This is an optimization exercise on Yosys and OpenROAD, whose aim is small area, a short achievable clock period and few clock cycles per item, not a production implementation.
In this exercise RTL edits were held to simulation tests only and were not proved equivalent to the original.
Power figures rest on the tool's default switching activity, not on a simulated workload.

==> v25 <==
==> flow/design.v <==
module magicgen (
    input  wire         clk,
    input  wire         rst,
    input  wire         cmd_valid,
    output wire         cmd_ready,
    input  wire [129:0] cmd_word,
    output wire         rsp_valid,
    input  wire         rsp_ready,
    output wire [40:0]  rsp_word
);
    localparam [1:0] OP_MUL32  = 2'd0;
    localparam [1:0] OP_SMAGIC = 2'd1;
    localparam [1:0] OP_UMAGIC = 2'd2;
    localparam [1:0] OP_MODINV = 2'd3;
    reg s_idle, s_start, s_pha, s_phb, s_loop, s_resp;
    reg [1:0]  op;
    reg        rng_ok;      
    reg        neg;
    reg [31:0] dv;          
    reg [31:0] nc;          
    reg [31:0] q2;          
    reg        af;          
    reg [31:0] r2;
    reg [32:0] q1;          
    reg [31:0] r1;
    reg [6:0]  p;
    reg [1:0]  o_st;
    reg        o_add;
    reg [5:0]  o_sh;
    assign cmd_ready = s_idle;
    assign rsp_valid = s_resp;
    assign rsp_word  = {o_st, o_add, o_sh, q2};
    wire is_s = (op == OP_SMAGIC);
    wire is_u = (op == OP_UMAGIC);
    wire is_m = (op == OP_MUL32);
    wire is_i = (op == OP_MODINV);
    integer k;
    wire        st_neg = is_s & dv[31];
    wire [31:0] st_a   = st_neg ? ~dv : dv;
    wire [31:0] st_b   = (is_m | is_i) ? {dv[30:0], 1'b0} : 32'h0;
    wire [31:0] st_sum = st_a + st_b + {31'h0, st_neg};
    wire [31:0] st_x = st_neg ? ~dv : dv;
    wire [31:0] sm0 = st_x | (st_x >> 1);
    wire [31:0] sm1 = sm0 | (sm0 >> 2);
    wire [31:0] sm2 = sm1 | (sm1 >> 4);
    wire [31:0] sm3 = sm2 | (sm2 >> 8);
    wire [31:0] smr = sm3 | (sm3 >> 16);
    wire [31:0] lead = smr ^ {1'b0, smr[31:1]};      
    reg  [4:0]  st_L;
    always @(*) begin
        st_L = 5'd0;
        for (k = 0; k < 32; k = k + 1)
            if (lead[k]) st_L = st_L | k[4:0];
    end
    wire        st_pow2 = !st_neg && (((smr >> 1) & dv) == 32'h0);
    reg  [31:0] st_urev;                              
    always @(*) for (k = 0; k < 32; k = k + 1) st_urev[k] = lead[31 - k];
    wire st_s_degen = (dv == 32'h0) || (dv == 32'h1) || (dv == 32'hFFFFFFFF);
    wire st_u_degen = (dv == 32'h0) || (dv == 32'h1);
    wire st_err     = !is_m && (!rng_ok || (is_i && !dv[0]) ||
                      (is_s && st_s_degen) || (is_u && st_u_degen));
    wire st_upow    = is_u && st_pow2;
    wire st_lp      = is_m || is_i;
    wire st_now     = st_err || st_upow;              
    wire [31:0] st_r2 = st_pow2 ? {1'b0, lead[31:1]} : lead;
    wire [6:0]  st_p  = {2'b0, st_L} - {6'h0, st_pow2};
    wire [32:0] l2_a1 = {r2, 1'b0};
    wire [33:0] l2_d1 = {1'b0, l2_a1} - {2'b0, dv};
    wire        l2_b1 = ~l2_d1[33];
    wire [31:0] r2_1  = l2_b1 ? l2_d1[31:0] : l2_a1[31:0];
    wire [31:0] q2_1  = {q2[30:0], l2_b1};
    wire        af_1  = af | q2[31];
    wire        div1 = s_phb;
    wire [1:0]  j1   = is_i ? {r1[1] ^ (r1[0] & dv[1]), r1[0]} : q1[1:0];
    reg  [31:0] mul1;
    always @(*) case (j1)
        2'd0: mul1 = 32'h0;
        2'd1: mul1 = dv;
        2'd2: mul1 = {dv[30:0], 1'b0};
        default: mul1 = nc;
    endcase
    wire [32:0] l1_a1  = div1 ? {r1, 1'b1} : {1'b0, r1};
    wire [32:0] l1_bb1 = div1 ? {1'b0, nc} : {1'b0, mul1};
    wire        l1_sub = div1 | is_i;
    wire [33:0] l1_s1  = {1'b0, l1_a1} + {1'b0, l1_sub ? ~l1_bb1 : l1_bb1} + {33'h0, l1_sub};
    wire        l1_b1  = l1_s1[33];             
    wire [31:0] r1_1   = div1 ? (l1_b1 ? l1_s1[31:0] : l1_a1[31:0])
                              : {2'b00, l1_s1[31:2]};
    wire [32:0] q1_1   = {q1[31:0], l1_b1};
    wire [1:0]  o1     = is_i ? j1 : l1_s1[1:0];
    wire [34:0] ck_x = {2'b0, q1};
    wire [34:0] ck_y = {3'b0, r2};
    wire [34:0] ck_w = {3'b111, ~dv};
    wire [34:0] ck_s = ck_x ^ ck_y ^ ck_w;
    wire [34:0] ck_c = (ck_x & ck_y) | (ck_x & ck_w) | (ck_y & ck_w);
    wire [36:0] ck_f = {2'b0, ck_s} + {1'b0, ck_c, 1'b1};
    wire        stop = (is_u && p == 7'd64) || ((p != 7'd31) && ck_f[35]);
    wire [31:0] val  = neg ? ~q2 : q2 + 32'd1;
    wire [6:0]  sh   = p - 7'd32;
    wire        pa_end = (p == (is_s ? 7'd30 : 7'd31));
    wire        pa_sp  = neg && ({r2, 1'b1} == {1'b0, dv});
    always @(posedge clk) begin
        if (rst) begin
            s_idle <= 1'b1; s_start <= 1'b0; s_pha <= 1'b0;
            s_phb <= 1'b0; s_loop <= 1'b0; s_resp <= 1'b0;
        end else begin
            if (s_idle) begin
                op     <= cmd_word[129:128];
                dv     <= cmd_word[31:0];
                q1     <= {1'b0, cmd_word[95:64]};
                rng_ok <= (cmd_word[63:32] == 32'h0) || (cmd_word[63:31] == {33{1'b1}});
                if (cmd_valid) begin
                    s_idle  <= 1'b0;
                    s_start <= 1'b1;
                end
            end
            if (s_start) begin
                s_start <= 1'b0;
                o_st  <= st_err ? (!rng_ok ? 2'd1 : is_i ? 2'd3 : 2'd2) : 2'd0;
                o_add <= 1'b0;
                o_sh  <= 6'd0;
                p     <= st_lp ? 7'd0 : st_p;
                q2    <= (st_err || !st_upow) ? 32'h0 : {st_urev[30:0], 1'b0};
                nc    <= st_sum;
                dv    <= st_lp ? dv : st_sum;
                r1    <= {31'h0, is_i};
                r2    <= st_r2;
                af    <= 1'b0;
                neg   <= st_neg;
                if (st_lp && !st_err) s_loop <= 1'b1;
                else if (st_now)      s_resp <= 1'b1;
                else                  s_pha  <= 1'b1;
            end
            if (s_pha) begin
                r2 <= r2_1; q2 <= q2_1; af <= af_1;
                p  <= p + 7'd1;
                if (pa_end) begin
                    s_pha <= 1'b0;
                    s_phb <= 1'b1;
                    if (is_s) begin
                        nc <= pa_sp ? 32'h80000000 : {1'b0, ~r2_1[30:0]};
                        q1 <= {32'h0, ~pa_sp};
                        r1 <= pa_sp ? 32'h7FFFFFFF : r2_1;
                    end else begin
                        nc <= ~r2_1;
                        q1 <= 33'd1;
                        r1 <= r2_1;
                    end
                end
            end
            if (s_phb) begin
                r1 <= r1_1; q1 <= q1_1;
                r2 <= r2_1; q2 <= q2_1; af <= af_1;
                p  <= p + 7'd1;
                if (stop) begin
                    q2    <= val;
                    o_add <= is_u & af;
                    o_sh  <= sh[5:0];
                    s_phb <= 1'b0; s_resp <= 1'b1;
                end
            end
            if (s_loop) begin
                r1 <= r1_1;
                q1 <= {2'h0, q1[32:2]};
                q2 <= {o1, q2[31:2]};
                p  <= p + 7'd1;
                if (p == 7'd15) begin s_loop <= 1'b0; s_resp <= 1'b1; end
            end
            if (s_resp && rsp_ready) begin
                s_resp <= 1'b0;
                s_idle <= 1'b1;
            end
        end
    end
endmodule
==> flow/flow/run.sh <==
#!/bin/bash
# Standard ORFS layout (the standard.sh, unchanged synthesis), with the
# timing repair after placement, CTS and global routing aimed at 15 ns of setup
# slack on the 20 ns clock instead of 0, so that the resizer sizes the
# critical paths. The SDC and all constraints are the design's.
set -euo pipefail
bash standard.sh synth > synth.log 2>&1
bash standard.sh SETUP_SLACK_MARGIN=15 finish > layout.log 2>&1
==> flow/standard.sh <==
#!/bin/bash
# synth_recipe.tcl (not shown) runs the flow's synth.tcl, then flattens the netlist and writes it again
# the make line also repeats each setting of config.mk as NAME=value (left out here)
make -C /OpenROAD-flow-scripts/flow DESIGN_CONFIG=/design/flow/config.mk WORK_HOME=/design/flow/orfs CLKGATE_MAP_FILE= SYNTH_SCRIPT=/design/flow/synth_recipe.tcl "${@:-finish}"
==> flow/config.mk <==
export PLATFORM = sky130hd
export DESIGN_NAME = magicgen
export DESIGN_NICKNAME = magicgen
export VERILOG_FILES = /design/flow/design.v
export SDC_FILE = /design/flow/constraint.sdc
export NUM_CORES = 4
export LEC_CHECK = 0
export CAP_MARGIN = 20
export CORE_MARGIN = 2
export CORE_UTILIZATION = 55
export PLACE_DENSITY = 0.7
export SLEW_MARGIN = 20
==> flow/constraint.sdc <==
create_clock -name core_clock -period 20.0 [get_ports {clk}]
set_input_delay 4.0000 -clock core_clock [delete_from_list [all_inputs] [get_ports {clk}]]
set_output_delay 4.0000 -clock core_clock [all_outputs]
set_load 0.01 [all_outputs]
==> v31 (differences from v25) <==
==> flow/design.v, changed modules only <==
module magicgen (
    input  wire         clk,
    input  wire         rst,
    input  wire         cmd_valid,
    output wire         cmd_ready,
    input  wire [129:0] cmd_word,
    output wire         rsp_valid,
    input  wire         rsp_ready,
    output wire [40:0]  rsp_word
);
    localparam [1:0] OP_MUL32  = 2'd0;
    localparam [1:0] OP_SMAGIC = 2'd1;
    localparam [1:0] OP_UMAGIC = 2'd2;
    localparam [1:0] OP_MODINV = 2'd3;
    reg s_idle, s_start, s_pha, s_phb, s_loop, s_resp;
    reg pre;                
    reg [1:0]  op;
    reg        rng_ok;      
    reg        neg;         
    reg [31:0] dv;          
    reg [31:0] nc;          
    reg [31:0] q2;          
    reg        af;          
    reg [31:0] r2;
    reg [32:0] q1;          
    reg [31:0] r1;
    reg [6:0]  p;
    reg [1:0]  o_st;
    reg        o_add;
    assign cmd_ready = s_idle;
    assign rsp_valid = s_resp;
    assign rsp_word  = {o_st, o_add, p[6], p[4:0], q2};
    wire is_s = (op == OP_SMAGIC);
    wire is_u = (op == OP_UMAGIC);
    wire is_m = (op == OP_MUL32);
    wire is_i = (op == OP_MODINV);
    integer k;
    wire        go     = s_start | (s_idle & pre);
    wire        st_neg = is_s & dv[31];
    wire [31:0] st_x = st_neg ? ~dv : dv;
    wire [31:0] sm0 = st_x | (st_x >> 1);
    wire [31:0] sm1 = sm0 | (sm0 >> 2);
    wire [31:0] sm2 = sm1 | (sm1 >> 4);
    wire [31:0] sm3 = sm2 | (sm2 >> 8);
    wire [31:0] smr = sm3 | (sm3 >> 16);
    wire [31:0] lead = smr ^ {1'b0, smr[31:1]};      
    reg  [4:0]  st_L;
    always @(*) begin
        st_L = 5'd0;
        for (k = 0; k < 32; k = k + 1)
            if (lead[k]) st_L = st_L | k[4:0];
    end
    wire        st_pow2 = !st_neg && (((smr >> 1) & dv) == 32'h0);
    reg  [31:0] st_urev;                              
    always @(*) for (k = 0; k < 32; k = k + 1) st_urev[k] = lead[31 - k];
    wire st_s_degen = (dv == 32'h0) || (dv == 32'h1) || (dv == 32'hFFFFFFFF);
    wire st_u_degen = (dv == 32'h0) || (dv == 32'h1);
    wire st_err     = !is_m && (!rng_ok || (is_i && !dv[0]) ||
                      (is_s && st_s_degen) || (is_u && st_u_degen));
    wire st_upow    = is_u && st_pow2;
    wire st_lp      = is_m || is_i;
    wire st_now     = st_err || st_upow;              
    wire [31:0] st_r2   = st_pow2 ? {1'b0, lead[31:1]} : lead;
    wire [6:0]  st_p    = {2'b0, st_L} - {6'h0, st_pow2};
    wire [34:0] md   = neg ? {3'b111, dv} : ~{3'b000, dv};
    wire        mcin = ~neg;
    wire [34:0] t1  = {2'b0, r2, 1'b0} + md + {34'h0, mcin};
    wire        b1  = ~t1[34];
    wire [31:0] r2h = b1 ? t1[31:0] : {r2[30:0], 1'b0};    
    wire        m_i  = s_loop & is_i;
    wire [1:0]  j1   = go ? 2'd2 : is_i ? {r1[1] ^ (r1[0] & dv[1]), r1[0]} : q1[1:0];
    reg  [31:0] mul1;
    always @(*) case (j1)
        2'd0: mul1 = 32'h0;
        2'd1: mul1 = dv;
        2'd2: mul1 = {dv[30:0], 1'b0};
        default: mul1 = nc[31:0];
    endcase
    reg  [34:0] l1_a, l1_b;
    reg         l1_c;
    always @(*) begin
        if (s_phb) begin
            l1_a = {2'b0, r1, 1'b1};  l1_b = ~{3'b0, nc[31:0]};  l1_c = 1'b1;
        end else begin
            l1_a = {3'b0, r1};
            l1_b = m_i ? ~{3'b0, mul1} : {3'b0, mul1};
            l1_c = m_i;
        end
    end
    wire [34:0] t2   = l1_a + l1_b + {34'h0, l1_c};
    wire        bq   = ~t2[34];                         
    wire [31:0] r1b  = bq ? t2[31:0] : {r1[30:0], 1'b1};
    wire [31:0] r1l  = {2'b00, t2[31:2]};
    wire [1:0]  o1   = is_i ? j1 : t2[1:0];
    wire [34:0] ck_x = {2'b0, q1};
    wire [34:0] ck_y = {3'b0, r2};
    wire [34:0] ck_s = ck_x ^ ck_y ^ md;
    wire [34:0] ck_c = (ck_x & ck_y) | (ck_x & md) | (ck_y & md);
    wire [36:0] ck_f = {2'b0, ck_s} + {1'b0, ck_c, mcin};
    wire        stop = (is_u && p == 7'd64) || ((p != 7'd31) && ck_f[35]);
    wire [31:0] val  = neg ? ~q2 : q2 + 32'd1;
    wire        pa_end = (p == (is_s ? 7'd30 : 7'd31));
    wire        pa_sp  = neg && ({r2, 1'b0} == {1'b0, ~dv});
    always @(posedge clk) begin
        if (rst) begin
            s_idle <= 1'b1; s_start <= 1'b0; s_pha <= 1'b0;
            s_phb <= 1'b0; s_loop <= 1'b0; s_resp <= 1'b0;
            pre <= 1'b0;
        end else begin
            if ((s_idle && !pre) || s_resp) begin
                op     <= cmd_word[129:128];
                dv     <= cmd_word[31:0];
                q1     <= {1'b0, cmd_word[95:64]};
                rng_ok <= (cmd_word[63:32] == 32'h0) || (cmd_word[63:31] == {33{1'b1}});
            end
            if (s_resp) pre <= cmd_valid;
            if (s_idle) pre <= 1'b0;
            if (s_idle && !pre && cmd_valid) begin
                s_idle  <= 1'b0;
                s_start <= 1'b1;
            end
            if (go) begin
                o_st  <= st_err ? (!rng_ok ? 2'd1 : is_i ? 2'd3 : 2'd2) : 2'd0;
                o_add <= 1'b0;
                p     <= st_now ? 7'd32 : st_lp ? 7'd16 : st_p;
                nc    <= t2[31:0];
                q2    <= (st_err || !st_upow) ? 32'h0 : {st_urev[30:0], 1'b0};
                neg   <= st_neg;
                if (s_start || cmd_valid) begin
                    s_idle  <= 1'b0;
                    s_start <= 1'b0;
                    if (st_lp && !st_err) s_loop <= 1'b1;
                    else if (st_now)      s_resp <= 1'b1;
                    else                  s_pha  <= 1'b1;
                end
            end
            if (s_pha) begin
                q2 <= {q2[30:0], b1};
                p  <= p + 7'd1;
                if (pa_end) begin
                    s_pha <= 1'b0;
                    s_phb <= 1'b1;
                    if (is_s) begin
                        nc <= pa_sp ? 32'h80000000 : {1'b0, ~r2h[30:0]};
                        q1 <= {32'h0, ~pa_sp};
                    end else begin
                        nc <= ~r2h;
                        q1 <= 33'd1;
                    end
                end
            end
            if (s_phb) begin
                if (stop) begin
                    q2    <= val;
                    o_add <= is_u & af;
                    s_phb <= 1'b0; s_resp <= 1'b1;
                end else begin
                    q1 <= {q1[31:0], bq};
                    q2 <= {q2[30:0], b1};
                    p  <= p + 7'd1;
                end
            end
            if (s_loop) begin
                q1 <= {2'h0, q1[32:2]};
                q2 <= {o1, q2[31:2]};
                p  <= p + 7'd1;
                if (p == 7'd31) begin s_loop <= 1'b0; s_resp <= 1'b1; end
            end
            if (s_resp && rsp_ready) begin
                s_resp <= 1'b0;
                s_idle <= 1'b1;
            end
        end
    end
    always @(posedge clk) begin
        r2 <= go ? st_r2 : r2h;
        af <= go ? 1'b0 : (af | q2[31]);
        if ((s_idle && !pre) || s_resp)
            r1 <= cmd_word[31:0];
        else if (go)
            r1 <= {31'h0, is_i};
        else if (s_pha)
            r1 <= (is_s && pa_sp) ? 32'h7FFFFFFF : r2h;
        else if (s_phb)
            r1 <= r1b;
        else
            r1 <= r1l;
    end
endmodule
==> run summary <==
metric                                                                          v25         v31
Maximum clock rate                                                          192 MHz     192 MHz
Number of inserted filler cells in the final layout                           3,651       3,329
Vias in the first global route                                               23,800      20,100
Initial antenna violation count                                                   3           1
Power in combinational cells                                                 875 uW     1.74 mW
Largest vdd supply drop                                                   0.0454 mV   0.0888 mV
Number of non-clock inverters in the layout                                     261         213
Slew of the pin with the lowest slew margin                                 1250 ps     1140 ps
DR WL met2                                                                  42.7 mm     34.6 mm
Placeable core region                                                    0.0433 mm2  0.0385 mm2
Xor/xnor share of the synthesized area                                       0.0473      0.0756
Number of distinct standard cells referenced by the synthesized netlist          84          91
Length of the first detailed-routing pass in iterations                           7           6
Power share of the combinational group                                        0.439       0.597
Result of the run                                  no timing/DRC/antenna violations  no timing/DRC/antenna violations
First-pass GRT wire length                                                   141 mm      118 mm
Clock latency of the later-clocked register in the worst-skew pair           600 ps      590 ps
Testbench counts of v25, summed over its fixed seeds: cycles 74,144, cmds 2,400.
Testbench counts of v31, summed over its fixed seeds: cycles 71,752, cmds 2,400.

## separate check: timing with driven ports
The flow's constraints put no driver on any port. The routed layouts listed below were extracted and timed again, unchanged, in two steps. Step 1 (the two cells are an assumption about what drives the block):
set clk [get_ports {clk}]
set_driving_cell -lib_cell sky130_fd_sc_hd__clkbuf_16 $clk
set_driving_cell -lib_cell sky130_fd_sc_hd__buf_2 [delete_from_list [all_inputs] $clk]
Step 2 also shifts input and output timing later by t, the mid clock arrival at the registers, as if the neighbouring blocks saw the same clock. Three values: ideal ports, drivers, drivers and shift; two values: the first two.
run	t, ns	setup WS [ns]	worst hold slack (ns)	worst register clock-pin slew, ns	worst data-port slew with drivers (ns)
v25	0.646	14.786 / 14.725 / 14.454	0.587 / 0.587 / 0.587	0.07 / 0.07	0.06
v31	0.633	14.780 / 14.722 / 14.402	0.474 / 0.474 / 0.474	0.07 / 0.07	0.05
After both steps every run listed still meets setup and hold. The setup slack of v31, which loses most, moves by -0.058 ns with the drivers and by -0.378 ns with both steps.
